Source: an optimization exercise on an open RTL-to-GDS flow (aim: small area, a short achievable clock period and few clock cycles). Production flows keep margins and buffers that such runs may drop. Function was checked by simulation only, so behaviour that the tests miss may differ from the original.

$ cat design/flow/design.v
module cpuemu_core (
    input             clk,
    input             rst,         
    input      [15:0] prog_len,    
    output     [15:0] imem_addr,   
    input      [63:0] imem_data,   
    input      [5:0]  dbg_addr,    
    output reg [15:0] dbg_data,    
    output            done,        
    output     [1:0]  state,       
    output     [2:0]  fcode        
);
    localparam ST_READY   = 2'd0;
    localparam ST_RUNNING = 2'd1;
    localparam ST_HALTED  = 2'd2;
    localparam ST_FAULTED = 2'd3;
    localparam F_DIVZERO  = 3'd1;
    localparam F_OVERFLOW = 3'd2;
    localparam F_UNDERFLOW= 3'd3;
    localparam F_BADADDR  = 3'd4;
    localparam F_BADSHIFT = 3'd5;
    localparam OP_NOP  = 5'd0,  OP_MOV  = 5'd1,  OP_PUSH = 5'd2,  OP_POP  = 5'd3;
    localparam OP_CALL = 5'd4,  OP_RET  = 5'd5,  OP_ADD  = 5'd6,  OP_SUB  = 5'd7;
    localparam OP_MUL  = 5'd8,  OP_DIV  = 5'd9,  OP_INC  = 5'd10, OP_DEC  = 5'd11;
    localparam OP_JMP  = 5'd12, OP_JZ   = 5'd13, OP_JNZ  = 5'd14, OP_JC   = 5'd15;
    localparam OP_JNC  = 5'd16, OP_JS   = 5'd17, OP_JNS  = 5'd18, OP_JG   = 5'd19;
    localparam OP_JGE  = 5'd20, OP_JL   = 5'd21, OP_JLE  = 5'd22, OP_CMP  = 5'd23;
    localparam OP_XOR  = 5'd24, OP_AND  = 5'd25, OP_OR   = 5'd26, OP_NOT  = 5'd27;
    localparam OP_SHL  = 5'd28, OP_SHR  = 5'd29, OP_ROL  = 5'd30, OP_ROR  = 5'd31;
    localparam PH_EXEC = 2'd0;
    localparam PH_MUL  = 2'd1;
    localparam PH_DIV  = 2'd2;
    reg [15:0] regs [0:7];
    reg [15:0] stk  [0:15];
    reg [4:0]  sp;                   
    reg [15:0] pc;
    reg        fz, fc, fs, fo;
    reg [1:0]  st;
    reg [2:0]  fc_code;
    reg [1:0]  ph;
    reg [15:0] xa;       
    reg [15:0] xb;       
    reg [14:0] xr;       
    reg [2:0]  dcnt;     
    reg        dneg;     
    reg        dovf;     
    reg        msa, msb;  
    assign imem_addr = pc;
    assign done      = st[1];
    assign state     = st;
    assign fcode     = fc_code;
    wire [4:0]  opc = imem_data[4:0];
    wire        s_f = imem_data[6];
    wire        ka  = imem_data[7];
    wire        kb  = imem_data[8];
    wire [7:0]  ra  = imem_data[23:16];
    wire [7:0]  rb  = imem_data[31:24];
    wire [15:0] ia  = imem_data[47:32];
    wire [15:0] ib  = imem_data[63:48];
    wire [2:0]  dst = ra[2:0];
    wire [4:0]  spm1   = sp - 5'd1;
    wire [15:0] reg_a  = regs[ra[2:0]];
    wire [15:0] reg_b  = regs[rb[2:0]];
    wire [15:0] spx    = {11'd0, sp};
    wire [15:0] a_val  = ka ? ia : (ra[7] ? (ra[0] ? spx : pc) : reg_a);
    wire [15:0] b_val  = kb ? ib : (rb[7] ? (rb[0] ? spx : pc) : reg_b);
    wire [31:0] dbg_oh  = 32'd1 << dbg_addr[4:0];
    wire [15:0] top_oh  = 16'd1 << spm1[3:0];
    wire [15:0] stk_sel = st[1] ? dbg_oh[31:16] : top_oh;
    reg  [15:0] stk_top, reg_d;
    integer k;
    always @(*) begin
        stk_top = 16'd0;
        for (k = 0; k < 16; k = k + 1)
            stk_top = stk_top | (stk[k] & {16{stk_sel[k]}});
        reg_d = 16'd0;
        for (k = 0; k < 8; k = k + 1)
            reg_d = reg_d | (regs[k] & {16{dbg_oh[k]}});
    end
    wire [15:0] fpc_v  = (st == ST_FAULTED) ? pc : 16'd0;
    wire [15:0] misc_d = (pc & {16{dbg_oh[8]}}) | (spx & {16{dbg_oh[9]}}) |
                         ({12'd0, fz, fc, fs, fo} & {16{dbg_oh[10]}}) |
                         (fpc_v & {16{dbg_oh[11]}});
    always @(*) dbg_data = stk_top | reg_d | misc_d;
    wire is_incdec = (opc == OP_INC) || (opc == OP_DEC);
    wire is_sub    = (opc == OP_SUB) || (opc == OP_DEC) || (opc == OP_CMP);
    wire [15:0] bb      = is_incdec ? 16'd1 : b_val;
    wire [15:0] bx      = is_sub ? ~bb : bb;
    wire [16:0] sum     = {1'b0, a_val} + {1'b0, bx} + {16'd0, is_sub};
    wire [15:0] add_r   = sum[15:0];
    wire        add_c   = sum[16] ^ is_sub;
    wire        add_o   = (a_val[15] == bx[15]) && (add_r[15] != a_val[15]);
    wire        sh_ok  = !ib[15] && (ib[14:4] == 11'd0) && (ib[3:0] != 4'd0);
    wire [3:0]  shamt  = ib[3:0];
    wire [3:0]  rk     = opc[0] ? shamt : (4'd0 - shamt);
    wire [15:0] rt1    = rk[0] ? {a_val[0],   a_val[15:1]} : a_val;
    wire [15:0] rt2    = rk[1] ? {rt1[1:0],   rt1[15:2]}   : rt1;
    wire [15:0] rt4    = rk[2] ? {rt2[3:0],   rt2[15:4]}   : rt2;
    wire [15:0] rt8    = rk[3] ? {rt4[7:0],   rt4[15:8]}   : rt4;
    wire [15:0] msk_l  = 16'hFFFF << shamt;      
    wire [15:0] msk_r  = 16'hFFFF >> shamt;      
    wire [15:0] sh_r   = rt8 & (opc[1] ? 16'hFFFF : (opc[0] ? msk_r : msk_l));
    reg jcond;
    always @(*) begin
        case (opc)
            OP_JMP:  jcond = 1'b1;
            OP_JZ:   jcond = fz;
            OP_JNZ:  jcond = !fz;
            OP_JC:   jcond = fc;
            OP_JNC:  jcond = !fc;
            OP_JS:   jcond = fs;
            OP_JNS:  jcond = !fs;
            OP_JG:   jcond = !fz && !fs;
            OP_JGE:  jcond = fz || !fs;
            OP_JL:   jcond = !fz && fs;
            default: jcond = fz || fs;       
        endcase
    end
    wire tgt_ok = !ia[15] && (ia < prog_len);
    wire top_ok = !stk_top[15] && (stk_top < prog_len);
    wire [15:0] pc1 = pc + 16'd1;
    wire [15:0] a_abs  = a_val[15] ? (~a_val + 16'd1) : a_val;
    wire [15:0] b_abs  = b_val[15] ? (~b_val + 16'd1) : b_val;
    function [4:0] blen;             
        input [15:0] v;
        integer k;
        begin
            blen = 5'd0;
            for (k = 0; k < 16; k = k + 1)
                if (v[k]) blen = k + 1;
        end
    endfunction
    wire [18:0] yb = {2'b00, xb, 1'b0};
    genvar gi;
    generate
        for (gi = 0; gi < 9; gi = gi + 1) begin : bth
            wire [2:0]  g   = yb[2*gi+2:2*gi];
            wire        one = g[0] ^ g[1];
            wire        two = (g == 3'b100) || (g == 3'b011);
            wire        neg = g[2] && !(g == 3'b111);
            wire [16:0] m   = ({1'b0, xa} & {17{one}}) | ({xa, 1'b0} & {17{two}});
            wire [16:0] p   = (m ^ {17{neg}}) << (2*gi);
            wire [16:0] c   = {16'd0, neg} << (2*gi);
        end
    endgenerate
    wire [16:0] pm = bth[0].p + bth[0].c + bth[1].p + bth[1].c + bth[2].p + bth[2].c +
                     bth[3].p + bth[3].c + bth[4].p + bth[4].c + bth[5].p + bth[5].c +
                     bth[6].p + bth[6].c + bth[7].p + bth[7].c + bth[8].p;
    wire [5:0]  nsum    = {1'b0, blen(xa)} + {1'b0, blen(xb)};
    wire        pm_ge16 = (nsum >= 6'd18) || (nsum == 6'd17 && pm[16]);
    wire        pm_ge15 = (nsum >= 6'd17) || (nsum == 6'd16 && pm[15]);
    wire        pm_eq15 = (pm == 17'h08000) && (nsum <= 6'd17);
    wire        mul_c   = (msa && msb) || (msa && xb[15:1] != 15'd0) ||
                          (msb && xa[15:1] != 15'd0) || (!msa && !msb && pm_ge16);
    wire        mul_o   = pm_ge15 && !(dneg && pm_eq15);
    wire [15:0] d1_sh  = {xr, xa[15]};
    wire [16:0] d1_df  = {1'b0, d1_sh} - {1'b0, xb};
    wire        d1_fit = !d1_df[16];
    wire [14:0] d1_r   = d1_fit ? d1_df[14:0] : d1_sh[14:0];
    wire [15:0] d2_sh  = {d1_r, xa[14]};
    wire [16:0] d2_df  = {1'b0, d2_sh} - {1'b0, xb};
    wire        d2_fit = !d2_df[16];
    wire [14:0] d2_r   = d2_fit ? d2_df[14:0] : d2_sh[14:0];
    wire        d_zero = (dcnt == 3'd7) && (xa < xb);
    wire        d_skip = (xr == 15'd0) && (xa[15:12] == 4'd0) && (dcnt != 3'd0);
    wire [15:0] dq_n   = d_zero ? 16'd0 :
                         d_skip ? {xa[11:0], 4'd0} : {xa[13:0], d1_fit, d2_fit};
    wire [14:0] dr_n   = d_skip ? 15'd0 : d2_r;
    wire [2:0]  dcnt_n = dcnt - (d_skip ? 3'd2 : 3'd1);
    wire        d_last = d_zero || (d_skip ? (dcnt == 3'd1) : (dcnt == 3'd0));
    wire [15:0] mag    = (ph == PH_MUL) ? pm[15:0] : dq_n;
    wire [15:0] md_r   = dneg ? (~mag + 16'd1) : mag;
    wire run    = !st[1];
    wire in_ex  = run && (ph == PH_EXEC);
    wire halt   = !pc[15] && (pc >= prog_len);
    wire exe    = in_ex && !pc[15] && !halt;      
    wire sp_z   = (sp == 5'd0);
    wire sp_f   = sp[4];
    wire a_z    = (a_val == 16'd0);
    wire b_z    = (b_val == 16'd0);
    reg  [2:0]  ex_f;        
    always @(*) begin
        case (opc)
            OP_PUSH:  ex_f = sp_f ? F_OVERFLOW : 3'd0;
            OP_POP:   ex_f = sp_z ? F_UNDERFLOW : 3'd0;
            OP_CALL:  ex_f = !tgt_ok ? F_BADADDR : (sp_f ? F_OVERFLOW : 3'd0);
            OP_RET:   ex_f = sp_z ? F_UNDERFLOW : (!top_ok ? F_BADADDR : 3'd0);
            OP_DIV:   ex_f = b_z ? F_DIVZERO : 3'd0;
            OP_JMP, OP_JZ, OP_JNZ, OP_JC, OP_JNC, OP_JS, OP_JNS,
            OP_JG, OP_JGE, OP_JL, OP_JLE:
                      ex_f = (jcond && !tgt_ok) ? F_BADADDR : 3'd0;
            OP_SHL, OP_SHR, OP_ROL, OP_ROR:
                      ex_f = !sh_ok ? F_BADSHIFT : 3'd0;
            default:  ex_f = 3'd0;
        endcase
    end
    wire ex_ok = (ex_f == 3'd0);
    reg        ex_we;
    reg [15:0] ex_wd;
    always @(*) begin
        ex_we = 1'b1;
        ex_wd = 16'd0;
        case (opc)
            OP_MOV:  ex_wd = b_val;
            OP_ADD, OP_SUB, OP_INC, OP_DEC: ex_wd = add_r;
            OP_POP:  begin ex_we = !sp_z; ex_wd = stk_top; end
            OP_DIV:  begin ex_we = a_z && !b_z; ex_wd = 16'd0; end
            OP_SHL, OP_SHR, OP_ROL, OP_ROR: begin ex_we = sh_ok; ex_wd = sh_r; end
            OP_XOR:  ex_wd = a_val ^ b_val;
            OP_AND:  ex_wd = a_val & b_val;
            OP_OR:   ex_wd = a_val | b_val;
            OP_NOT:  ex_wd = ~a_val;
            default: ex_we = 1'b0;
        endcase
    end
    wire md_done = run && ((ph == PH_MUL) || (ph == PH_DIV && d_last));
    wire        rf_wr = (exe && ex_we) || md_done;
    wire [15:0] rf_d  = (ph == PH_EXEC ? ex_wd : md_r) & {16{!rst}};
    integer i;
    always @(posedge clk) begin
        for (i = 0; i < 8; i = i + 1)
            if (rst || (rf_wr && dst == i))
                regs[i] <= rf_d;
    end
    wire        stk_wr = exe && !sp_f && (opc == OP_PUSH || (opc == OP_CALL && tgt_ok));
    wire [15:0] stk_d  = (opc == OP_CALL) ? pc1 : a_val;
    always @(posedge clk) begin
        for (i = 0; i < 16; i = i + 1)
            if (stk_wr && sp[3:0] == i)
                stk[i] <= stk_d;
    end
    always @(posedge clk) begin
        if (ph == PH_EXEC) begin
            xa   <= a_abs;
            xb   <= b_abs;
            xr   <= 15'd0;
            dcnt <= 3'd7;
            msa  <= a_val[15];
            msb  <= b_val[15];
            dneg <= a_val[15] ^ b_val[15];
            dovf <= (a_val == 16'h8000) && (b_val == 16'hFFFF);
        end else begin
            xa   <= dq_n;
            xr   <= dr_n;
            dcnt <= dcnt_n;
        end
    end
    always @(posedge clk) begin
        if (rst) begin
            sp      <= 5'd0;
            pc      <= 16'd0;
            {fz, fc, fs, fo} <= 4'd0;
            st      <= ST_READY;
            fc_code <= 3'd0;
            ph      <= PH_EXEC;
        end else if (run) begin
            case (ph)
                PH_EXEC: begin
                    st <= ST_RUNNING;
                    if (pc[15]) begin
                        st <= ST_FAULTED; fc_code <= F_BADADDR;
                    end else if (halt) begin
                        st <= ST_HALTED;
                    end else if (!ex_ok) begin
                        st <= ST_FAULTED; fc_code <= ex_f;
                    end else begin
                        case (opc)
                            OP_PUSH: begin sp <= sp + 5'd1; pc <= pc1; end
                            OP_POP:  begin sp <= spm1;      pc <= pc1; end
                            OP_CALL: begin sp <= sp + 5'd1; pc <= ia;  end
                            OP_RET:  begin sp <= spm1;      pc <= stk_top; end
                            OP_ADD, OP_SUB, OP_INC, OP_DEC: begin
                                if (s_f) {fz, fc, fs, fo} <= {add_r == 16'd0, add_c, add_r[15], add_o};
                                pc <= pc1;
                            end
                            OP_CMP: begin
                                {fz, fc, fs, fo} <= {add_r == 16'd0, add_c, add_r[15], add_o};
                                pc <= pc1;
                            end
                            OP_MUL: ph <= PH_MUL;
                            OP_DIV: begin
                                if (a_z) begin
                                    if (s_f) {fz, fc, fs, fo} <= 4'b1000;
                                    pc <= pc1;
                                end else
                                    ph <= PH_DIV;
                            end
                            OP_JMP, OP_JZ, OP_JNZ, OP_JC, OP_JNC, OP_JS, OP_JNS,
                            OP_JG, OP_JGE, OP_JL, OP_JLE:
                                pc <= jcond ? ia : pc1;
                            default: pc <= pc1;
                        endcase
                    end
                end
                PH_MUL: begin
                    if (s_f) {fz, fc, fs, fo} <= {md_r == 16'd0, mul_c, md_r[15], mul_o};
                    pc <= pc1;
                    ph <= PH_EXEC;
                end
                default: begin    
                    if (d_last) begin
                        if (s_f) {fz, fc, fs, fo} <= {md_r == 16'd0, 1'b0, md_r[15], dovf};
                        pc <= pc1;
                        ph <= PH_EXEC;
                    end
                end
            endcase
        end
    end
endmodule
$ cat design/flow/flow/run.sh
#!/bin/bash
set -euo pipefail
export SETUP_SLACK_MARGIN=6.8
export BUFFER_PORTS_ARGS="-buffer_cell sky130_fd_sc_hd__buf_2"
bash standard.sh > standard.log 2>&1
$ cat design/flow/standard.sh
#!/bin/bash
# synth_recipe.tcl (not shown) runs the flow's synth.tcl, then flattens the netlist and writes it again
# the make line also repeats each setting of config.mk as NAME=value (left out here)
make -C /OpenROAD-flow-scripts/flow DESIGN_CONFIG=/design/flow/config.mk WORK_HOME=/design/flow/orfs CLKGATE_MAP_FILE= SYNTH_SCRIPT=/design/flow/synth_recipe.tcl "${@:-finish}"
$ cat design/flow/config.mk
export PLATFORM = sky130hd
export DESIGN_NAME = cpuemu_core
export DESIGN_NICKNAME = cpuemu_core
export VERILOG_FILES = /design/flow/design.v
export SDC_FILE = /design/flow/constraint.sdc
export NUM_CORES = 4
export LEC_CHECK = 0
export ABC_AREA = 1
export CAP_MARGIN = 20
export CORE_MARGIN = 2
export CORE_UTILIZATION = 55
export CTS_CLUSTER_DIAMETER = 110
export CTS_CLUSTER_SIZE = 22
export SLEW_MARGIN = 20
$ cat design/flow/constraint.sdc
create_clock -name core_clock -period 15.0 [get_ports {clk}]
set_input_delay 3.0000 -clock core_clock [delete_from_list [all_inputs] [get_ports {clk}]]
set_output_delay 3.0000 -clock core_clock [all_outputs]
set_load 0.01 [all_outputs]
==> results of run 1 <==
## tightest hold or removal path: stages (launching register included)
cell and delay [ns]:
dfxtp_1 0.33, nand2_1 0.06, a21oi_1 0.06
## layout by cell type, fill, tap and decap left out, types with 11 or more instances in the layout
cell and n:
a211oi_1 18, a21oi_1 231, a221oi_1 49, a22o_1 39, a22oi_1 36, a31oi_1 11, buf_2 107, buf_4 105
clkbuf_1 15, clkbuf_16 27, clkinv_1 13, dfxtp_1 66, edfxtp_1 404, fa_1 48, ha_1 212, inv_1 475
inv_2 25, nand2_1 941, nand2_2 22, nand2_4 11, nand3_1 249, nand3_2 17, nand4_1 76, nor2_1 284
nor2_2 22, nor3_1 40, nor4_1 13, o2111ai_1 22, o211ai_1 45, o21ai_0 241, o21ai_1 38, o21ai_2 17
o21bai_1 12, o221ai_1 12, o22ai_1 116, or2_2 32, xnor2_1 24, xor2_1 161
## final timing paths
| kind | start | to | slack (ns) | depth (start not counted) |
|---|---|---|---|---|
| worst max-delay path | dbg_addr[2] | dbg_data[5] | 6.75 | 12 |
| worst min-delay path | fo | fo | 0.49 | 2 |
| worst max register to register | xb[0] | regs[1][11] | 7.92 | 25 |
| worst min register to register | fo | fo | 0.49 | 2 |
## cell usage after synthesis, types with 48 or more instances
| cell | number |
|---|---|
| dfxtp_1 | 66 |
| edfxtp_1 | 404 |
| a21oi_1 | 232 |
| nand2_1 | 946 |
| fa_1 | 48 |
| nor2_1 | 307 |
| a221oi_1 | 52 |
| clkbuf_1 | 105 |
| inv_1 | 483 |
| nand4_1 | 76 |
| o21ai_0 | 256 |
| o22ai_1 | 116 |
| nand3_1 | 260 |
| xor2_1 | 161 |
| ha_1 | 212 |
## state kept, by name, summed over array words and instances, names as in the netlist
register,cells
regs,128
fc_code,3
xb,16
xr,15
dovf,1
fo,1
dneg,1
msb,1
fs,1
dcnt,3
sp,5
xa,16
stk,256
fc,1
pc,16
ph,2
st,2
msa,1
fz,1
## through the flow
stage | util, % | hold WS [ns] | area [µm²] | setup slack, ns
after floorplan | - | 0.445 | 34700 | 7.20
after global placement | 57.7 | 0.462 | 36200 | 5.72
after detailed placement | 57.8 | 0.468 | 36300 | 5.78
after CTS | 59.8 | 0.487 | 37500 | 6.74
after global routing | 60.4 | 0.520 | 37900 | 6.73
final | 60.4 | 0.486 | 37900 | 6.75
## timing repair
action	4_1_cts	5_1_grt
setup endpoints to repair	32	82
cloned	1	1
resized for setup	49	41
pin swaps	6	8
buffers inserted	22	16
## cells by family (layout without fill, tap and decap cells)
family	Yosys count	count (layout)
adder cells (fa/ha/maj)	260	260
buffers and inverters	672	795
XOR/XNOR	185	185
multiplexers	4	4
other	0	4
AND/OR/NAND/NOR	1743	1744
AO/OA/AOI/OAI	941	941
flip-flops	470	470
## routing by layer
metal	track usage, %	up-vias	part of all wire, %
li1	-	15045	-
met1	52.4	15672	38
met2	64.0	2041	44
met3	8.87	412	11
met4	20.7	2	6.2
met5	0	-	0.0067
## cell type report
| class | count | area share, % |
|---|---|---|
| Timing Repair Buffer | 222 | 3.92 |
| Clock inverter | 7 | 0.241 |
| Clock buffer | 43 | 1.97 |
| Inverter | 522 | 5.25 |
| Multi-Input combinational cell | 3134 | 50.3 |
| Antenna cell | 4 | 0.0264 |
| Tap cell | 846 | 2.79 |
| Sequential cell | 470 | 35.5 |
| Timing Repair inverter | 1 | 0.0198 |
==> impl_metrics.toml, run 1 <==
[clock_network]
path_clk_slew_ns = 0.10
cts_num_sinks = 470
cts_buffer_depth = 3
cts_tree = "built"
root_buffer = "clkbuf_16"
cts_hold_buf = 0
clk_latency_ns = 0.65
htree_levels = 1
cts_inserted_buffers = 27

[yosys]
synth_compound_area_share_pct = 16.8
synth_seq_area_share_pct = 38.8
synthAdderAreaFrac_pct = 10.4
synth_top_area_share_pct = 35.0
synth_area_um2 = 34700
netlist_instances = 4275
synth-seq-cells = 470
synth_flop_cell = "edfxtp_1"
synth.net_count = 4623
synth_edf_count = 404
yosys-top-cells-area = "edfxtp_1 35%, nand2_1 10%, ha_1 7.6%, inv_1 5.2%, xor2_1 4.1%"
synth_top_family_by_area = "simple AND/OR/NAND/NOR gates"
syn_avg_cell_area_um2 = 8.12
yosys.area.top_type = "edfxtp_1"
synth-xor-area-share_pct = 4.67
yosys.area_share.simple_pct = 21.6
synthArstFlopShare_pct = 0
synth-warning-count = 3
ys_types = 65
synth_mux_area_share_pct = 0.123

[timing]
fin_crit_sh_pct = 55.0
max_freq_mhz = 121
period_minus_slack_ns = 8.25
final-setup-viol-count = 0
finalSetupTns_ns = 0
finalHoldViolations = 0
slew_headroom_pct = 26.5
rsz0062_at_grt = "true"
skew_ns = 0.0484
slew_violations = 0
tightest_slew_ns = 1.10

[route]
wire_per_inst_um = 25.8
drc = 0
vias = 33172
via_per_inst = 6.32
drt-initial-drc-count = 4326
firstDrtPassIters = 8
ant_nets = 0
routed_wirelength_um = 135000

[grt]
antenna_found_initial = 5
grt_pass1_vias = 29963
grt_max_degree = 52
grt_pass1_wl_um = 193000
grt_usage_pct = 40.5
grt-ovfl-total = 0

[worst_setup_path]
crit_path_start_kind = "primary input"
cp.required_ns = 12.00
critical_path.top_delay_family = "buffers and inverters"
cp_num_buf_inv = 6
max_stage_delay_ns = 0.34
criticalPathCategory = "primary input to primary output"
cp_max_fo = 11
critPathSlowestCell = "clkinvlp_4"
worstPathCellList = "clkbuf_4 -> inv_1 -> nor2_1 -> nand2_1 -> nor2_1 -> buf_6 -> clkinvlp_4 -> buf_4 -> o22ai_1 -> a221oi_1 -> o2111ai_1 -> buf_2"
cp.arrival_ns = 5.25
endpoint_kind = "primary output"
path_common_cell = "nor2_1"

[finish]
syn_to_final_growth_pct = 9.24
multi_input_comb_area_um2 = 19100
fin_cells = 5249
n_fill_cell = 5767
fin_nets = 4726
drive_above_1_share_pct = 10.5
register_area_um2 = 13500

[die]
die_y_um = 255
dieArea_um2 = 65100
num_rows = 92
die_w_um = 255
start_util_pct = 55.3
core-area_um2 = 62700
io-pin-count = 126

[flow_run]
drv_cap = 0

[hold_path]
hp-class = "flip-flop to flip-flop"

[placed_design]
routabilityCongestion = 1.02
place_inst = 5153
port_buffers = 108
dp_hpwl_um = 98400

[run_status]
status = "finished clean"
Testbench counts, summed over its fixed seeds: cycles 64,827.
==> inputs of run 2 (changes only) <==
--- a/design/flow/config.mk
+++ b/design/flow/config.mk
@@ -9,6 +9,6 @@
 export CAP_MARGIN = 20
 export CORE_MARGIN = 2
-export CORE_UTILIZATION = 55
-export CTS_CLUSTER_DIAMETER = 110
-export CTS_CLUSTER_SIZE = 22
+export CORE_UTILIZATION = 65
+export CTS_CLUSTER_DIAMETER = 100
+export CTS_CLUSTER_SIZE = 20
 export SLEW_MARGIN = 20
==> impl_metrics.toml, run 2 <==
[yosys]
synth_mux_area_share_pct = 0.123
synth.net_count = 4623
synth_top_family_by_area = "simple AND/OR/NAND/NOR gates"
syn_avg_cell_area_um2 = 8.12
synth-warning-count = 3
synth_compound_area_share_pct = 16.8
synthAdderAreaFrac_pct = 10.4
synth_common_cells = "946 x nand2_1, 483 x inv_1, 404 x edfxtp_1"
synthArstFlopShare_pct = 0
ys_types = 65
synth_most_common_cell = "nand2_1"
synth_area_um2 = 34700
synth_edf_count = 404
synth_top_area_share_pct = 35.0
synth-xor-area-share_pct = 4.67
yosys.area_share.simple_pct = 21.6
yosys-top-cells-area = "edfxtp_1 35%, nand2_1 10%, ha_1 7.6%, inv_1 5.2%, xor2_1 4.1%"
synth_seq_area_share_pct = 38.8
netlist_instances = 4275
yosys.area.top_type = "edfxtp_1"
synth_flop_cell = "edfxtp_1"
synth-seq-cells = 470

[route]
ant_nets = 0
wire_per_inst_um = 27.1
drc = 0
via_per_inst = 6.80
firstDrtPassIters = 8
vias = 34837
routed_wirelength_um = 139000
drt-initial-drc-count = 5737

[clock_network]
cts_num_sinks = 470
cts_inserted_buffers = 29
root_buffer = "clkbuf_16"
cts_buffer_depth = 3
cts_hold_buf = 0
htree_levels = 1
path_clk_slew_ns = 0.08
clk_latency_ns = 0.66
cts_tree = "built"

[hold_path]
hold_start = "fo"
hp-class = "flip-flop to flip-flop"
hold_end = "fo"
whs_path_depth = 2

[timing]
fin_ws_ns = 6.71
rsz0062_at_grt = "true"
finalSetupTns_ns = 0
slew_violations = 0
period_minus_slack_ns = 8.29
tightest_slew_ns = 1.26
fin_crit_sh_pct = 55.3
max_freq_mhz = 121
slew_headroom_pct = 15.6
final-setup-viol-count = 0
finalHoldViolations = 0
skew_ns = 0.0565

[grt]
grt_max_degree = 77
grt_usage_pct = 47.4
grt_pass1_vias = 31944
grt_pass1_wl_um = 197000
grt-ovfl-total = 0
antenna_found_initial = 9

[placed_design]
dp_hpwl_um = 96100
dp_slack_ns = 5.73
port_buffers = 108
routabilityCongestion = 1.06

[run_status]
status = "finished clean"

[worst_setup_path]
startpoint = "dbg_addr[1]"
r2r_start = "xb[1]"
cp.arrival_ns = 5.29
criticalPathCategory = "primary input to primary output"
critPathSlowestCell = "nand2_4"
worstPathCellList = "clkbuf_4 -> inv_1 -> nor3_2 -> nand3_1 -> nand2_4 -> inv_1 -> o2111ai_1 -> nor3_1 -> nand3_1 -> buf_8 -> nor2_4 -> o21ai_0 -> buf_2"
worstReg2RegEnd = "regs[0][8]"
ff2ff_path_depth = 29
crit_path_start_kind = "primary input"
max_stage_delay_ns = 0.36
endpoint_kind = "primary output"
cp.required_ns = 12.00
cp_max_fo = 16
r2r_setup_slack_ns = 7.34

[finish]
drive_above_1_share_pct = 11.5
fin_nets = 4755
largest_register = "stk"
syn_to_final_growth_pct = 9.94
largest_reg_flops = 256
n_fill_cell = 4124
layout_commonest_cell = "nand2_1"
reg.largest.list = "stk (256), regs (128)"
final_cell_mix = "935 x nand2_1, 474 x inv_1, 404 x edfxtp_1, 282 x nor2_1, 252 x o21ai_0"

[flow_run]
drv_cap = 0

[die]
io-pin-count = 126
die_y_um = 235
die_w_um = 235
num_rows = 84
dieArea_um2 = 55300
core-area_um2 = 52700
start_util_pct = 65.9
run 2: cell counts after synthesis:
Identical to the previous run, type by type.
run 2: layer usage:
metal	global-route usage, %	up-vias	part of all wire [%]
li1	-	15092	-
met1	59.3	15931	34
met2	69.1	3057	41
met3	15.8	751	16
met4	33.2	6	9.1
met5	0.866	-	0.023
run 2: critical path: cells and delay by family:
family	cells	cell delay, ns
AOI/OAI and AO/OA	2	0.31
and+or+nand+nor	6	1.21
buffers and inverters	5	0.74
run 2: logic make-up (layout without fill, tap and decap cells):
| family | count (synthesis) | in the layout |
|---|---|---|
| AOI/OAI and AO/OA | 941 | 941 |
| xor gates and xnor gates | 185 | 185 |
| adders and majority gates | 260 | 260 |
| buffers and inverters | 672 | 821 |
| DFF | 470 | 470 |
| muxes | 4 | 4 |
| other | 0 | 4 |
| and+or+nand+nor | 1743 | 1749 |
run 2: timing repair:
| item | 4_1_cts | 5_1_grt |
|---|---|---|
| resized for setup | 56 | 71 |
| pin swaps | 16 | 27 |
| setup endpoints to repair | 16 | 114 |
| setup buffers | 41 | 30 |
| endpoints found under the hold margin | 0 | 0 |
| cloned | 1 | 5 |
run 2: cell type report:
type / instances / area [µm²] / share of cell area, %
flip-flops and latches: 470 / 13500 / 35.3
clock inverters: 8 / 104 / 0.272
well taps: 688 / 861 / 2.26
multi-input cells: 3139 / 19300 / 50.5
clock buffers: 46 / 800 / 2.10
repair buffers: 245 / 1680 / 4.39
inverters: 522 / 2000 / 5.23
diodes: 4 / 10.0 / 0.0262
run 2: how the worst max path moves through the flow:
stage | endpoint | slack (ns) | depth (start not counted)
after global placement | dbg_data[2] | 5.69 | 9
after global routing | dbg_data[7] | 6.69 | 13
after detailed placement | dbg_data[2] | 5.73 | 9
after CTS | dbg_data[7] | 6.76 | 14
final | dbg_data[7] | 6.71 | 13
after floorplan | dbg_data[11] | 7.20 | 12
run 2: metrics by stage:
stage / utilization [%] / instance area (µm²) / hold WS, ns / instances
3_5_place_dp: 68.4 / 36000 / 0.468 / 4987
3_3_place_gp: 68.3 / 36000 / 0.459 / 4985
5_1_grt: 72.4 / 38100 / 0.502 / 5120
6_report: 72.5 / 38200 / 0.484 / 5122
4_1_cts: 71.2 / 37500 / 0.478 / 5083
2_1_floorplan: - / 34700 / 0.445 / 4275
==> inputs of run 3 (changes only) <==
--- a/design/flow/design.v
+++ b/design/flow/design.v
@@ -59,4 +59,5 @@
     wire [15:0] ib  = imem_data[63:48];
     wire [2:0]  dst = ra[2:0];
+    integer k;
     wire [4:0]  spm1   = sp - 5'd1;
     wire [15:0] reg_a  = regs[ra[2:0]];
@@ -69,5 +70,4 @@
     wire [15:0] stk_sel = st[1] ? dbg_oh[31:16] : top_oh;
     reg  [15:0] stk_top, reg_d;
-    integer k;
     always @(*) begin
         stk_top = 16'd0;
@@ -196,19 +196,31 @@
     end
     wire ex_ok = (ex_f == 3'd0);
+    reg  [3:0]  lg_tt;
+    always @(*) begin
+        case (opc)
+            OP_MOV:  lg_tt = 4'b1010;
+            OP_XOR:  lg_tt = 4'b0110;
+            OP_AND:  lg_tt = 4'b1000;
+            OP_OR:   lg_tt = 4'b1110;
+            OP_NOT:  lg_tt = 4'b0011;
+            default: lg_tt = 4'b0000;
+        endcase
+    end
+    reg  [15:0] lg_r;
+    always @(*) begin
+        for (k = 0; k < 16; k = k + 1)
+            lg_r[k] = lg_tt[{a_val[k], b_val[k]}];
+    end
     reg        ex_we;
     reg [15:0] ex_wd;
     always @(*) begin
         ex_we = 1'b1;
-        ex_wd = 16'd0;
+        ex_wd = lg_r;
         case (opc)
-            OP_MOV:  ex_wd = b_val;
             OP_ADD, OP_SUB, OP_INC, OP_DEC: ex_wd = add_r;
             OP_POP:  begin ex_we = !sp_z; ex_wd = stk_top; end
-            OP_DIV:  begin ex_we = a_z && !b_z; ex_wd = 16'd0; end
+            OP_DIV:  ex_we = a_z && !b_z;
             OP_SHL, OP_SHR, OP_ROL, OP_ROR: begin ex_we = sh_ok; ex_wd = sh_r; end
-            OP_XOR:  ex_wd = a_val ^ b_val;
-            OP_AND:  ex_wd = a_val & b_val;
-            OP_OR:   ex_wd = a_val | b_val;
-            OP_NOT:  ex_wd = ~a_val;
+            OP_MOV, OP_XOR, OP_AND, OP_OR, OP_NOT: ;
             default: ex_we = 1'b0;
         endcase
--- a/design/flow/config.mk
+++ b/design/flow/config.mk
@@ -9,6 +9,6 @@
 export CAP_MARGIN = 20
 export CORE_MARGIN = 2
-export CORE_UTILIZATION = 65
-export CTS_CLUSTER_DIAMETER = 100
-export CTS_CLUSTER_SIZE = 20
+export CORE_UTILIZATION = 55
+export CTS_CLUSTER_DIAMETER = 110
+export CTS_CLUSTER_SIZE = 22
 export SLEW_MARGIN = 20
==> impl_metrics.toml, run 3 <==
[run_status]
status = "finished clean"

[yosys]
syn_avg_cell_area_um2 = 8.11
yosys.area.top_type = "edfxtp_1"
synth_most_common_cell = "nand2_1"
synth_top_area_share_pct = 35.5
synth-seq-cells = 470
netlist_instances = 4219
synth_edf_count = 404
synth-xor-area-share_pct = 4.86
yosys.area_share.simple_pct = 21.1
synth-warning-count = 3
synth_area_um2 = 34200
synth.net_count = 4535
synthAdderAreaFrac_pct = 9.39
synth_flop_cell = "edfxtp_1"
yosys-top-cells-area = "edfxtp_1 35%, nand2_1 9.7%, ha_1 6.6%, inv_1 5.2%, o21ai_0 4.3%"
synth_common_cells = "888 x nand2_1, 472 x inv_1, 404 x edfxtp_1"
synth_compound_area_share_pct = 17.7
synth_seq_area_share_pct = 39.3
synth_mux_area_share_pct = 0.121
ys_types = 62
synthArstFlopShare_pct = 0
synth_top_family_by_area = "simple AND/OR/NAND/NOR gates"

[placed_design]
dp_hpwl_um = 96700
port_buffers = 108
routabilityCongestion = 1.08
placed_cell_area_um2 = 35800
dp_slack_ns = 5.68

[finish]
drive_above_1_share_pct = 10.5
layout_commonest_cell = "nand2_1"
reg.largest.list = "stk (256), regs (128)"
post-route-util_pct = 60.6
largest_reg_flops = 256
n_fill_cell = 5691
syn_to_final_growth_pct = 9.10
finalInstanceArea_um2 = 37300
fin_nets = 4638
final_cell_mix = "882 x nand2_1, 462 x inv_1, 404 x edfxtp_1, 284 x o21ai_0, 275 x nor2_1"
largest_register = "stk"

[route]
vias = 32675
wl_met2_um = 57700
drt-initial-drc-count = 4481
wl_met1_um = 50800
wire_per_inst_um = 26.0
firstDrtPassIters = 7
dr_wl_met3_um = 17400
top_layer = "met5"
ant_nets = 0
routed_wirelength_um = 135000
via_per_inst = 6.30
drc = 0

[grt]
grt_pass1_wl_um = 195000
grt_pass1_vias = 30232
grt-ovfl-total = 0
grt_max_degree = 69
antenna_found_initial = 7
grt_usage_pct = 41.5

[clock_network]
path_clk_slew_ns = 0.11
cts_buffer_depth = 3
root_buffer = "clkbuf_16"
cts_num_sinks = 470
htree_levels = 1
cts_hold_buf = 0
cts_inserted_buffers = 26
clk_latency_ns = 0.64
cts_tree = "built"

[worst_setup_path]
endpoint_kind = "primary output"
cp.required_ns = 12.00
crit_path_start_kind = "primary input"
criticalPathCategory = "primary input to primary output"
cp_max_fo = 9
cp.arrival_ns = 5.22

[die]
die_y_um = 253
die_w_um = 253
start_util_pct = 55.5
io-pin-count = 126
dieArea_um2 = 64200
core-area_um2 = 61600
num_rows = 91

[timing]
finalHoldViolations = 0
fin_crit_sh_pct = 54.8
rsz0062_at_grt = "true"
finalSetupTns_ns = 0
period_minus_slack_ns = 8.22
tightest_slew_ns = 1.19
max_freq_mhz = 122
skew_ns = 0.0543
slew_headroom_pct = 20.5
final-setup-viol-count = 0
slew_violations = 0
fin_ws_ns = 6.78

[hold_path]
hp-class = "flip-flop to flip-flop"

[flow_run]
drv_cap = 0
-- run 3: changes by cell type in the layout (fill, tap and decap cells not counted), moves of 14 or more --
| cell | previous run | this run |
|---|---|---|
| o21ai_0 | 252 | 284 |
| o211ai_1 | 45 | 60 |
| nand2_4 | 17 | 3 |
| buf_4 | 127 | 107 |
| ha_1 | 212 | 180 |
| nand2_1 | 935 | 882 |
| a21oi_1 | 230 | 245 |
-- run 3: worst paths after layout --
check,from,end,slack [ns],cells after the start
worst max-delay path,dbg_addr[4],dbg_data[3],6.78,10
worst max register to register,xb[1],regs[1][15],7.52,25
worst min-delay path,fz,fz,0.53,2
worst min register to register,fz,fz,0.53,2
-- run 3: cells by family after synthesis --
family | count (synthesis)
simple gates | 1671
flops | 470
compound gates | 991
mux | 4
fa+ha+maj | 228
buf+inv | 665
xor+xnor | 190
-- run 3: layout make-up --
class | instances | area, µm² | area share (%)
Multi-Input combinational cell | 3084 | 18500 | 49.7
Inverter | 513 | 1950 | 5.24
Antenna cell | 10 | 25.0 | 0.0670
Tap cell | 837 | 1050 | 2.81
Timing Repair inverter | 1 | 7.51 | 0.0201
Clock inverter | 5 | 80.1 | 0.215
Clock buffer | 43 | 724 | 1.94
Sequential cell | 470 | 13500 | 36.0
Timing Repair Buffer | 226 | 1500 | 4.01
-- run 3: per-stage QoR --
| stage | std cells | hold WS, ns |
|---|---|---|
| after floorplan | 4219 | 0.458 |
| after global placement | 5087 | 0.505 |
| after detailed placement | 5087 | 0.505 |
| after CTS | 5162 | 0.522 |
| after global routing | 5180 | 0.552 |
| final | 5189 | 0.530 |
-- run 3: metal layers --
metal	GRT usage (%)	vias up
met5	0	-
met4	23.7	2
met3	12.0	482
met2	62.7	2136
met1	53.4	15178
li1	-	14877
-- run 3: timing repair --
item                                    in CTS  in global routing
gates cloned                                 1                  0
pin swaps                                    9                  5
endpoints found under the setup margin      24                213
resized for setup                           46                 39
setup buffers                               26                 16
-- run 3: critical path, stage by stage --
cell,delay [ns]
buf_2,0.14
clkinvlp_4,0.22
nand2_1,0.12
buf_4,0.25
clkinv_2,0.35
a21oi_1,0.31
o221ai_1,0.17
a2111oi_2,0.36
nand2_1,0.13
buf_2,0.16
Testbench counts of run 3, summed over its fixed seeds: cycles 64,827.
==> inputs of run 4 (changes only) <==
==> design/flow/flow/run.sh (replaced) <==
#!/bin/bash
set -euo pipefail
export SETUP_SLACK_MARGIN=7.2
export BUFFER_PORTS_ARGS="-buffer_cell sky130_fd_sc_hd__buf_2"
bash standard.sh > standard.log 2>&1
==> impl_metrics.toml, run 4 <==
[clock_network]
cts_inserted_buffers = 27
htree_levels = 1
path_clk_slew_ns = 0.09
cts_num_sinks = 470
cts_hold_buf = 0
root_buffer = "clkbuf_16"
clk_latency_ns = 0.65
cts_tree = "built"
cts_buffer_depth = 3

[grt]
grt_usage_pct = 42.1
grt_pass1_wl_um = 198000
antenna_found_initial = 11
grt_max_degree = 69
grt_pass1_vias = 30857
grt-ovfl-total = 0

[yosys]
yosys.area.top_type = "edfxtp_1"
synth_most_common_cell = "nand2_1"
synthArstFlopShare_pct = 0
synth_top_area_share_pct = 35.5
synth_flop_cell = "edfxtp_1"
synth.net_count = 4535
synth_area_um2 = 34200
synth_edf_count = 404
synth_common_cells = "888 x nand2_1, 472 x inv_1, 404 x edfxtp_1"
netlist_instances = 4219
syn_avg_cell_area_um2 = 8.11
synth_seq_area_share_pct = 39.3
yosys-top-cells-area = "edfxtp_1 35%, nand2_1 9.7%, ha_1 6.6%, inv_1 5.2%, o21ai_0 4.3%"
ys_types = 62
synth-warning-count = 3
synth-seq-cells = 470

[route]
wire_per_inst_um = 26.2
firstDrtPassIters = 6
routed_wirelength_um = 137000
drc = 0
via_per_inst = 6.30
vias = 32981
ant_nets = 0
drt-initial-drc-count = 4257

[timing]
slew_violations = 0
tightest_slew_ns = 1.20
finalHoldViolations = 0
period_minus_slack_ns = 8.14
rsz0062_at_grt = "true"
max_freq_mhz = 123
slew_headroom_pct = 19.8
fin_crit_sh_pct = 54.3
finalSetupTns_ns = 0
fin_ws_ns = 6.86
final-setup-viol-count = 0
skew_ns = 0.0639

[worst_setup_path]
criticalPathCategory = "primary input to primary output"
cp.arrival_ns = 5.14
endpoint_kind = "primary output"
worstReg2RegEnd = "regs[7][13]"
r2r_setup_slack_ns = 7.59
cp.required_ns = 12.00
crit_path_start_kind = "primary input"
r2r_start = "xb[1]"
ff2ff_path_depth = 27
cp_max_fo = 6

[placed_design]
routabilityCongestion = 1.08
dp_slack_ns = 5.85
dp_hpwl_um = 96200
port_buffers = 108

[finish]
layout_commonest_cell = "nand2_1"
syn_to_final_growth_pct = 12.5
final_cell_mix = "860 x nand2_1, 458 x inv_1, 404 x edfxtp_1, 279 x o21ai_0, 265 x nor2_1"
drive_above_1_share_pct = 13.2
fin_nets = 4689
reg.largest.list = "stk (256), regs (128)"
largest_reg_flops = 256
largest_register = "stk"

[die]
core-area_um2 = 61600
io-pin-count = 126
num_rows = 91
start_util_pct = 55.5
die_w_um = 253
die_y_um = 253
dieArea_um2 = 64200

[hold_path]
hold_end = "ph[0]"
hold_start = "ph[0]"
whs_path_depth = 2
hp-class = "flip-flop to flip-flop"

[flow_run]
drv_cap = 0

[run_status]
status = "finished clean"
-- run 4: cell families (layout without fill, tap and decap cells) --
group                      after synthesis  in the layout  synth area share, %
buffers and inverters                  665            837                 7.51
DFF                                    470            470                 39.3
adders and majority gates              228            228                 9.39
and+or+nand+nor                       1671           1674                 21.1
muxes                                    4              4                0.121
AOI/OAI and AO/OA                      991            991                 17.7
other                                    0              5                    0
xor gates and xnor gates               190            190                 4.86
-- run 4: layer usage --
layer | up-vias | track usage [%] | part of all wire [%]
met5 | - | 0 | 0.048
met4 | 10 | 27.8 | 7.9
met3 | 568 | 9.71 | 12
met2 | 2125 | 65.6 | 44
met1 | 15284 | 52.5 | 36
li1 | 14994 | - | -
-- run 4: layout make-up --
cell class	instances	area, µm²
inverter	513	1980
sequential	470	13500
fill	5567	23100
timing repair inverter	1	7.51
timing repair buffer	273	2100
clock inverter	6	92.6
multi-input combinational	3087	19100
tap	837	1050
clock buffer	44	739
antenna	5	12.5
-- run 4: how the worst max path moves through the flow --
| stage | start | end | cells past startpoint |
|---|---|---|---|
| 6_report | dbg_addr[3] | dbg_data[4] | 14 |
| 5_1_grt | dbg_addr[3] | dbg_data[4] | 14 |
| 4_1_cts | dbg_addr[3] | dbg_data[11] | 11 |
| 3_5_place_dp | dbg_addr[3] | dbg_data[6] | 12 |
| 3_3_place_gp | dbg_addr[3] | dbg_data[6] | 12 |
| 2_1_floorplan | dbg_addr[3] | dbg_data[13] | 12 |
-- run 4: stage by stage --
stage | hold WS, ns | util, % | cells | cell area (µm²)
3_5_place_dp | 0.516 | 58.1 | 5086 | 35800
5_1_grt | 0.544 | 62.5 | 5233 | 38500
6_report | 0.531 | 62.5 | 5236 | 38500
4_1_cts | 0.532 | 62.0 | 5221 | 38200
3_3_place_gp | 0.505 | 58.1 | 5086 | 35800
2_1_floorplan | 0.458 | - | 4219 | 34200
-- run 4: critical path: stages --
cell and delay (ns):
buf_12 0.11, clkinvlp_4 0.07, buf_6 0.12, nor2_4 0.05, nand4_1 0.16, nand2_4 0.17, buf_6 0.18, buf_6 0.11
a22o_1 0.21, a211oi_2 0.19, nand3_2 0.21, nor2_2 0.19, o221ai_2 0.16, buf_2 0.20
-- run 4: repair_timing --
item | in CTS | in global routing
resized for setup | 202 | 51
cloned | 5 | 0
setup buffers | 80 | 10
hold endpoints to repair | 0 | 0
pin swaps | 44 | 29
endpoints found under the setup margin | 149 | 226
==> inputs of run 5 (changes only) <==
--- a/design/flow/config.mk
+++ b/design/flow/config.mk
@@ -13,2 +13,3 @@
 export CTS_CLUSTER_SIZE = 22
 export SLEW_MARGIN = 20
+export TNS_END_PERCENT = 20
==> impl_metrics.toml, run 5 <==
[run_status]
status = "finished clean"

[hold_path]
hold_start = "ph[0]"
hp-class = "flip-flop to flip-flop"

[die]
num_rows = 91
die_y_um = 253
core-area_um2 = 61600
dieArea_um2 = 64200
die_w_um = 253
io-pin-count = 126
start_util_pct = 55.5

[timing]
period_minus_slack_ns = 8.09
max_freq_mhz = 124
slew_headroom_pct = 20.8
hold_slack_ns = 0.533
final-setup-viol-count = 0
slew_violations = 0
skew_ns = 0.0627
rsz0062_at_grt = "true"
tightest_slew_ns = 1.19
finalHoldViolations = 0
fin_crit_sh_pct = 53.9
finalSetupTns_ns = 0

[yosys]
synth-warning-count = 3
synth.net_count = 4535
synth_area_um2 = 34200
synth_top_area_share_pct = 35.5
synth_flop_cell = "edfxtp_1"
syn_avg_cell_area_um2 = 8.11
yosys-top-cells-area = "edfxtp_1 35%, nand2_1 9.7%, ha_1 6.6%, inv_1 5.2%, o21ai_0 4.3%"
synth-seq-cells = 470
synth_seq_area_share_pct = 39.3
synth_common_cells = "888 x nand2_1, 472 x inv_1, 404 x edfxtp_1"
synth_edf_count = 404
yosys.area.top_type = "edfxtp_1"
synth_most_common_cell = "nand2_1"
netlist_instances = 4219
synthArstFlopShare_pct = 0
ys_types = 62

[grt]
grt_pass1_vias = 30814
grt_usage_pct = 42.2
grt-ovfl-total = 0
antenna_found_initial = 13
grt_max_degree = 69
grt_pass1_wl_um = 198000

[route]
drt-initial-drc-count = 4371
ant_nets = 0
firstDrtPassIters = 8
vias = 33122
drc = 0
routed_wirelength_um = 137000
wire_per_inst_um = 26.2
via_per_inst = 6.33

[worst_setup_path]
endpoint_kind = "primary output"
r2r_start = "xb[1]"
criticalPathCategory = "primary input to primary output"
cp.arrival_ns = 5.09
crit_path_start_kind = "primary input"
startpoint = "dbg_addr[3]"
cp_max_fo = 8
cp.required_ns = 12.00

[placed_design]
routabilityCongestion = 1.08
port_buffers = 108
placed_cell_area_um2 = 35800
dp_hpwl_um = 96200

[clock_network]
cts_hold_buf = 0
clk_latency_ns = 0.65
cts_inserted_buffers = 27
cts_buffer_depth = 3
cts_num_sinks = 470
htree_levels = 1
root_buffer = "clkbuf_16"
path_clk_slew_ns = 0.10
cts_tree = "built"

[finish]
layout_commonest_cell = "nand2_1"
fin_nets = 4680
largest_register = "stk"
largest_reg_flops = 256
drive_above_1_share_pct = 12.6
finalInstanceArea_um2 = 38300
syn_to_final_growth_pct = 11.9
final_cell_mix = "866 x nand2_1, 458 x inv_1, 404 x edfxtp_1, 281 x o21ai_0, 270 x nor2_1"
reg.largest.list = "stk (256), regs (128)"

[flow_run]
drv_cap = 0
run 5: cell counts after synthesis:
Identical to the previous run, type by type.
run 5: layer usage:
layer | share of wire (%) | GRT usage, % | vias to the layer above
met5 | 0.034 | 0 | -
met4 | 8.0 | 28.2 | 8
met3 | 12 | 9.77 | 567
met2 | 44 | 65.3 | 2165
met1 | 36 | 52.6 | 15413
li1 | - | - | 14969
run 5: area by class of cell:
| cell class | instances | area [µm²] |
|---|---|---|
| multi-input cells | 3087 | 18900 |
| flip-flops and latches | 470 | 13500 |
| repair inverters | 1 | 7.51 |
| inverters | 513 | 1980 |
| clock buffers | 44 | 739 |
| fillers | 5597 | 23300 |
| diodes | 7 | 17.5 |
| repair buffers | 264 | 2000 |
| well taps | 837 | 1050 |
| clock inverters | 6 | 92.6 |
run 5: critical path: stages:
cell and delay (ns):
buf_12 0.09, clkinvlp_4 0.08, buf_4 0.14, buf_4 0.13
nand3_2 0.07, nand2_4 0.10, buf_12 0.18, a22o_1 0.21
or4_4 0.49, nor2_4 0.27, o2111ai_2 0.15, buf_2 0.18
run 5: cell families after synthesis:
group | Yosys count | synth area share [%]
compound gates | 991 | 17.7
xor+xnor | 190 | 4.86
fa+ha+maj | 228 | 9.39
buf+inv | 665 | 7.51
flops | 470 | 39.3
mux | 4 | 0.121
simple gates | 1671 | 21.1
run 5: timing repair:
action	4_1_cts	5_1_grt
gates cloned	5	0
endpoints found under the setup margin	149	234
pin swaps	44	9
setup buffers	80	1
gates resized for setup	194	18
run 5: per-stage QoR:
step | util [%] | instances | worst slack (ns)
after global placement | 58.1 | 5086 | 5.83
after global routing | 62.1 | 5224 | 6.86
final | 62.1 | 5229 | 6.91
after CTS | 62.0 | 5221 | 6.97
after floorplan | - | 4219 | 7.18
after detailed placement | 58.1 | 5086 | 5.85
run 5: final timing paths:
path	to	slack [ns]	cells after the start
setup reg to reg	regs[7][15]	7.35	26
setup / recovery	dbg_data[11]	6.91	12
hold reg to reg	ph[0]	0.53	2
hold / removal	ph[0]	0.53	2
==> inputs of run 6 (changes only) <==
==> design/flow/flow/run.sh (replaced) <==
#!/bin/bash
set -euo pipefail
export SETUP_SLACK_MARGIN=7.0
export BUFFER_PORTS_ARGS="-buffer_cell sky130_fd_sc_hd__buf_2"
bash standard.sh > standard.log 2>&1
--- a/design/flow/config.mk
+++ b/design/flow/config.mk
@@ -9,5 +9,5 @@
 export CAP_MARGIN = 20
 export CORE_MARGIN = 2
-export CORE_UTILIZATION = 55
+export CORE_UTILIZATION = 58
 export CTS_CLUSTER_DIAMETER = 110
 export CTS_CLUSTER_SIZE = 22
==> impl_metrics.toml, run 6 <==
[route]
drc = 0
via_per_inst = 6.46
routed_wirelength_um = 135000
ant_nets = 0
wire_per_inst_um = 26.2
vias = 33369
firstDrtPassIters = 10
drt-initial-drc-count = 4743

[die]
core-area_um2 = 58700
die_y_um = 247
io-pin-count = 126
die_w_um = 247
num_rows = 89
dieArea_um2 = 60900
start_util_pct = 58.3

[timing]
rsz0062_at_grt = "true"
finalSetupTns_ns = 0
fin_crit_sh_pct = 54.5
finalHoldViolations = 0
slew_violations = 0
tightest_slew_ns = 1.27
max_freq_mhz = 122
period_minus_slack_ns = 8.17
slew_headroom_pct = 14.9
skew_ns = 0.0454
final-setup-viol-count = 0

[finish]
reg.largest.list = "stk (256), regs (128)"
syn_to_final_growth_pct = 10.7
final_cell_mix = "873 x nand2_1, 461 x inv_1, 404 x edfxtp_1, 285 x o21ai_0, 273 x nor2_1"
largest_register = "stk"
largest_reg_flops = 256
layout_commonest_cell = "nand2_1"
drive_above_1_share_pct = 12.1
fin_nets = 4683

[yosys]
synth_seq_area_share_pct = 39.3
synth.net_count = 4535
yosys.area_share.simple_pct = 21.1
synth_common_cells = "888 x nand2_1, 472 x inv_1, 404 x edfxtp_1"
netlist_instances = 4219
synth_compound_area_share_pct = 17.7
syn_avg_cell_area_um2 = 8.11
synth_flop_cell = "edfxtp_1"
synthAdderAreaFrac_pct = 9.39
synth_area_um2 = 34200
synth-warning-count = 3
synth-seq-cells = 470
yosys-top-cells-area = "edfxtp_1 35%, nand2_1 9.7%, ha_1 6.6%, inv_1 5.2%, o21ai_0 4.3%"
synth_edf_count = 404
ys_types = 62
synth_most_common_cell = "nand2_1"
synth_top_family_by_area = "simple AND/OR/NAND/NOR gates"
synth_mux_area_share_pct = 0.121
synthArstFlopShare_pct = 0
yosys.area.top_type = "edfxtp_1"
synth-xor-area-share_pct = 4.86
synth_top_area_share_pct = 35.5

[worst_setup_path]
cp.required_ns = 12.00
endpoint_kind = "primary output"
worstReg2RegEnd = "regs[2][15]"
r2r_start = "xb[1]"
crit_path_start_kind = "primary input"
criticalPathCategory = "primary input to primary output"
r2r_setup_slack_ns = 7.41
cp.arrival_ns = 5.17
cp_max_fo = 12
ff2ff_path_depth = 25

[flow_run]
drv_cap = 0

[run_status]
status = "finished clean"

[hold_path]
hold_end = "ph[0]"
hold_start = "ph[0]"
whs_path_depth = 2
hp-class = "flip-flop to flip-flop"

[grt]
antenna_found_initial = 8
grt_pass1_wl_um = 192000
grt-ovfl-total = 0
grt_usage_pct = 43.3
grt_max_degree = 69
grt_pass1_vias = 30091

[clock_network]
clk_latency_ns = 0.64
path_clk_slew_ns = 0.11
cts_inserted_buffers = 25
htree_levels = 1
cts_tree = "built"
cts_num_sinks = 470
root_buffer = "clkbuf_16"
cts_buffer_depth = 3

[placed_design]
port_buffers = 108
routabilityCongestion = 1.10
dp_hpwl_um = 95800
-- run 6: cell counts after synthesis --
Identical to the previous run, type by type.
-- run 6: repair_timing --
| action | CTS | global route |
|---|---|---|
| cloned | 3 | 1 |
| setup buffers | 63 | 23 |
| resized for setup | 96 | 58 |
| endpoints found under the setup margin | 178 | 154 |
| hold buffers | 0 | 0 |
| pin swaps | 25 | 13 |
-- run 6: layout make-up --
cell class              instances  area, µm²
fillers                      5214      20800
clock buffers                  43        714
diodes                          5       12.5
repair inverters                1       7.51
multi-input cells            3087      18800
repair buffers                269       1930
clock inverters                 3       33.8
inverters                     513       1960
flip-flops and latches        470      13500
well taps                     773        967
-- run 6: layer usage --
metal	track usage, %	wire length, µm	vias to the layer above
met2	64.1	56900	2301
met3	13.1	18300	575
met1	55.4	50000	15516
met4	26.8	10200	8
met5	0	44	-
li1	-	-	14969
-- run 6: worst max-delay path by stage --
stage / cells past startpoint / from / slack [ns] / end
3_5_place_dp: 12 / dbg_addr[3] / 5.83 / dbg_data[13]
5_1_grt: 12 / dbg_addr[4] / 6.82 / dbg_data[12]
4_1_cts: 13 / dbg_addr[2] / 6.90 / dbg_data[13]
3_3_place_gp: 9 / dbg_addr[3] / 5.89 / dbg_data[11]
2_1_floorplan: 11 / dbg_addr[2] / 7.08 / dbg_data[13]
6_report: 12 / dbg_addr[4] / 6.83 / dbg_data[12]
-- run 6: worst max-delay path: stages --
cell and delay (ns):
buf_2 0.15, nand2_4 0.11, inv_4 0.08, nand4_1 0.17, buf_4 0.17, nand2_2 0.15
a22o_1 0.24, a211oi_1 0.22, nand3_2 0.24, a2111oi_2 0.25, o21ai_1 0.19, buf_2 0.19
-- run 6: logic make-up (layout without fill, tap and decap cells) --
logic type,Yosys count,in the layout
multiplexers,4,4
other,0,5
flip-flops,470,470
XOR/XNOR,190,190
buffers and inverters,665,829
AND/OR/NAND/NOR,1671,1674
AO/OA/AOI/OAI,991,991
adder cells (fa/ha/maj),228,228
-- run 6: metrics by stage --
stage               hold WS [ns]  util, %  area [µm²]  setup WS, ns  std cells
floorplan                  0.458        -       34200          7.08       4219
global placement           0.499     60.8       35700          5.89       5020
detailed placement         0.502     60.9       35700          5.83       5023
CTS                        0.528     63.7       37400          6.90       5135
global route               0.570     64.5       37900          6.82       5161
finish                     0.531     64.5       37900          6.83       5164
==> inputs of run 7 (changes only) <==
==> design/flow/run.sh (new file) <==
#!/bin/bash
# synth_recipe.tcl (not shown) runs the flow's synth.tcl, then flattens the netlist and writes it again
# the make line also repeats each setting of config.mk as NAME=value (left out here)
make -C /OpenROAD-flow-scripts/flow DESIGN_CONFIG=/design/flow/config.mk WORK_HOME=/design/flow/orfs CLKGATE_MAP_FILE= SYNTH_SCRIPT=/design/flow/synth_recipe.tcl finish
--- a/design/flow/config.mk
+++ b/design/flow/config.mk
@@ -9,7 +9,7 @@
 export CAP_MARGIN = 20
 export CORE_MARGIN = 2
-export CORE_UTILIZATION = 58
+export CORE_UTILIZATION = 55
 export CTS_CLUSTER_DIAMETER = 110
 export CTS_CLUSTER_SIZE = 22
+export SETUP_SLACK_MARGIN = 5
 export SLEW_MARGIN = 20
-export TNS_END_PERCENT = 20
removed: design/flow/flow/run.sh
removed: design/flow/standard.sh
==> impl_metrics.toml, run 7 <==
[clock_network]
cts_num_sinks = 470
cts_buffer_depth = 3
root_buffer = "clkbuf_16"
path_clk_slew_ns = 0.09
cts_inserted_buffers = 27
htree_levels = 1
clk_latency_ns = 0.64
cts_hold_buf = 0
cts_tree = "built"

[finish]
syn_to_final_growth_pct = 8.77
fin_nets = 4593
multi_input_comb_area_um2 = 18300
fin_cells = 5140
largest_reg_flops = 256
final_cell_mix = "886 x nand2_1, 471 x inv_1, 404 x edfxtp_1, 289 x o21ai_0, 279 x nor2_1"
largest_register = "stk"
n_fill_cell = 5594
reg.largest.list = "stk (256), regs (128)"
layout_commonest_cell = "nand2_1"
drive_above_1_share_pct = 6.10
register_area_um2 = 13500

[yosys]
synth-seq-cells = 470
netlist_instances = 4219
synth_area_um2 = 34200
synth_most_common_cell = "nand2_1"
synth_edf_count = 404
synth_seq_area_share_pct = 39.3
synth_top_area_share_pct = 35.5
synth.net_count = 4535
synth_flop_cell = "edfxtp_1"
syn_avg_cell_area_um2 = 8.11
yosys.area.top_type = "edfxtp_1"
synth-warning-count = 3
yosys-top-cells-area = "edfxtp_1 35%, nand2_1 9.7%, ha_1 6.6%, inv_1 5.2%, o21ai_0 4.3%"
synth_common_cells = "888 x nand2_1, 472 x inv_1, 404 x edfxtp_1"
ys_types = 62
synthArstFlopShare_pct = 0

[run_status]
status = "finished clean"

[grt]
grt_pass1_wl_um = 193000
grt-ovfl-total = 0
antenna_found_initial = 8
grt_max_degree = 69
grt_pass1_vias = 29694
grt_usage_pct = 41.2

[timing]
slew_headroom_pct = 18.9
skew_ns = 0.0380
hold_slack_ns = 0.533
rsz0062_at_grt = "true"
period_minus_slack_ns = 10.0
fin_ws_ns = 5.00
finalSetupTns_ns = 0
fin_crit_sh_pct = 66.7
finalHoldViolations = 0
slew_violations = 0
tightest_slew_ns = 1.21
final-setup-viol-count = 0
max_freq_mhz = 100

[placed_design]
port_buffers = 108
dp_hpwl_um = 97700
dp_slack_ns = 4.78
place_inst = 5082
routabilityCongestion = 1.07

[route]
drc = 0
wire_per_inst_um = 26.0
via_per_inst = 6.33
firstDrtPassIters = 7
drt-initial-drc-count = 4787
routed_wirelength_um = 134000
ant_nets = 0
vias = 32556

[flow_run]
drv_cap = 0

[die]
num_rows = 91
die_y_um = 253
core-area_um2 = 61600
dieArea_um2 = 64200
start_util_pct = 55.5
io-pin-count = 126
die_w_um = 253

[worst_setup_path]
r2r_setup_slack_ns = 6.93
crit_path_start_kind = "primary input"
ff2ff_path_depth = 30
endpoint_kind = "primary output"
cp_max_fo = 9
cp.required_ns = 12.00
r2r_start = "xb[1]"
worstReg2RegEnd = "regs[0][12]"
cp.arrival_ns = 7.00
criticalPathCategory = "primary input to primary output"

[hold_path]
whs_path_depth = 2
hp-class = "flip-flop to flip-flop"
hold_start = "ph[0]"
hold_end = "ph[0]"
[run 7: cell type report]
| cell class | count | share of cell area, % |
|---|---|---|
| multi-input cells | 3084 | 49.2 |
| flip-flops and latches | 470 | 36.2 |
| inverters | 513 | 5.17 |
| repair buffers | 181 | 4.42 |
| well taps | 837 | 2.81 |
| clock buffers | 43 | 1.98 |
| clock inverters | 7 | 0.239 |
| diodes | 5 | 0.0336 |
[run 7: metrics by stage]
stage	cell area, µm²	util (%)
2_1_floorplan	34200	-
3_3_place_gp	36300	58.9
3_5_place_dp	36300	58.9
4_1_cts	37100	60.3
5_1_grt	37200	60.4
6_report	37200	60.4
[run 7: timing repair]
item | 4_1_cts | 5_1_grt
setup endpoints to repair | 3 | 9
pin swaps | 0 | 1
buffers inserted | 0 | 1
hold endpoints to repair | 0 | 0
resized for setup | 3 | 2
[run 7: how the worst max path moves through the flow]
stage                start            to  cells after the start
6_report       dbg_addr[4]   dbg_data[3]                      9
4_1_cts        dbg_addr[3]  dbg_data[12]                     10
5_1_grt        dbg_addr[3]  dbg_data[12]                     11
3_5_place_dp   dbg_addr[3]  dbg_data[11]                      9
2_1_floorplan  dbg_addr[2]  dbg_data[13]                     11
3_3_place_gp   dbg_addr[3]  dbg_data[11]                      9
[run 7: logic make-up (layout without fill, tap and decap cells)]
logic type	count (synthesis)	after routing	synth area share, %
AND/OR/NAND/NOR	1671	1671	21.1
AO/OA/AOI/OAI	991	991	17.7
buffers and inverters	665	744	7.51
flip-flops	470	470	39.3
adder cells (fa/ha/maj)	228	228	9.39
XOR/XNOR	190	190	4.86
multiplexers	4	4	0.121
other	0	5	0
[run 7: per-layer routing]
layer,wire [µm],global-route usage [%],part of all wire [%]
met1,50900,54.3,38
met4,8780,22.0,6.6
met3,17000,10.6,13
met5,43,0,0.032
met2,57100,62.3,43
[run 7: critical path: stages]
cell,delay [ns]
clkdlybuf4s50_1,0.56
clkinv_1,0.26
nand2_1,0.61
clkinv_1,0.71
a21oi_1,0.34
o221ai_1,0.13
a2111oi_0,0.67
nand2_1,0.17
clkdlybuf4s50_1,0.52

[separate check: timing with driven ports]
The flow's constraints put no driver on any port. The routed layouts listed below were extracted and timed again, unchanged, in two steps. Step 1 assumes that a clkbuf_16 drives the clock port and a buf_2 every other input. Step 2 also shifts input and output timing later by t, the mid clock arrival at the registers, as if the neighbouring blocks saw the same clock. Three values: no drivers, after step 1, after step 2; two values: the first two.
run	t (ns)	setup WS [ns]	worst hold slack (ns)	slew at the worst register clock pin (ns)	cell pins on the clock port's net
run 1	0.686	6.751 / 6.723 / 6.374	0.486 / 0.486 / 0.486	0.10 / 0.10	1
run 2	0.693	6.708 / 6.679 / 6.335	0.484 / 0.484 / 0.484	0.10 / 0.10	1
run 3	0.678	6.776 / 6.736 / 6.246	0.530 / 0.530 / 0.530	0.11 / 0.11	1
run 4	0.689	6.855 / 6.789 / 6.724	0.531 / 0.531 / 0.531	0.11 / 0.11	1
run 5	0.690	6.912 / 6.815 / 6.347	0.533 / 0.533 / 0.533	0.11 / 0.11	1
run 6	0.680	6.826 / 6.765 / 6.247	0.531 / 0.531 / 0.531	0.11 / 0.11	1
run 7	0.681	5.002 / 4.952 / 4.952	0.533 / 0.533 / 0.533	0.11 / 0.11	1
After both steps setup and hold are still met in every run listed. The setup slack of run 6, which loses most, moves by -0.061 ns with the drivers and by -0.579 ns with both steps.
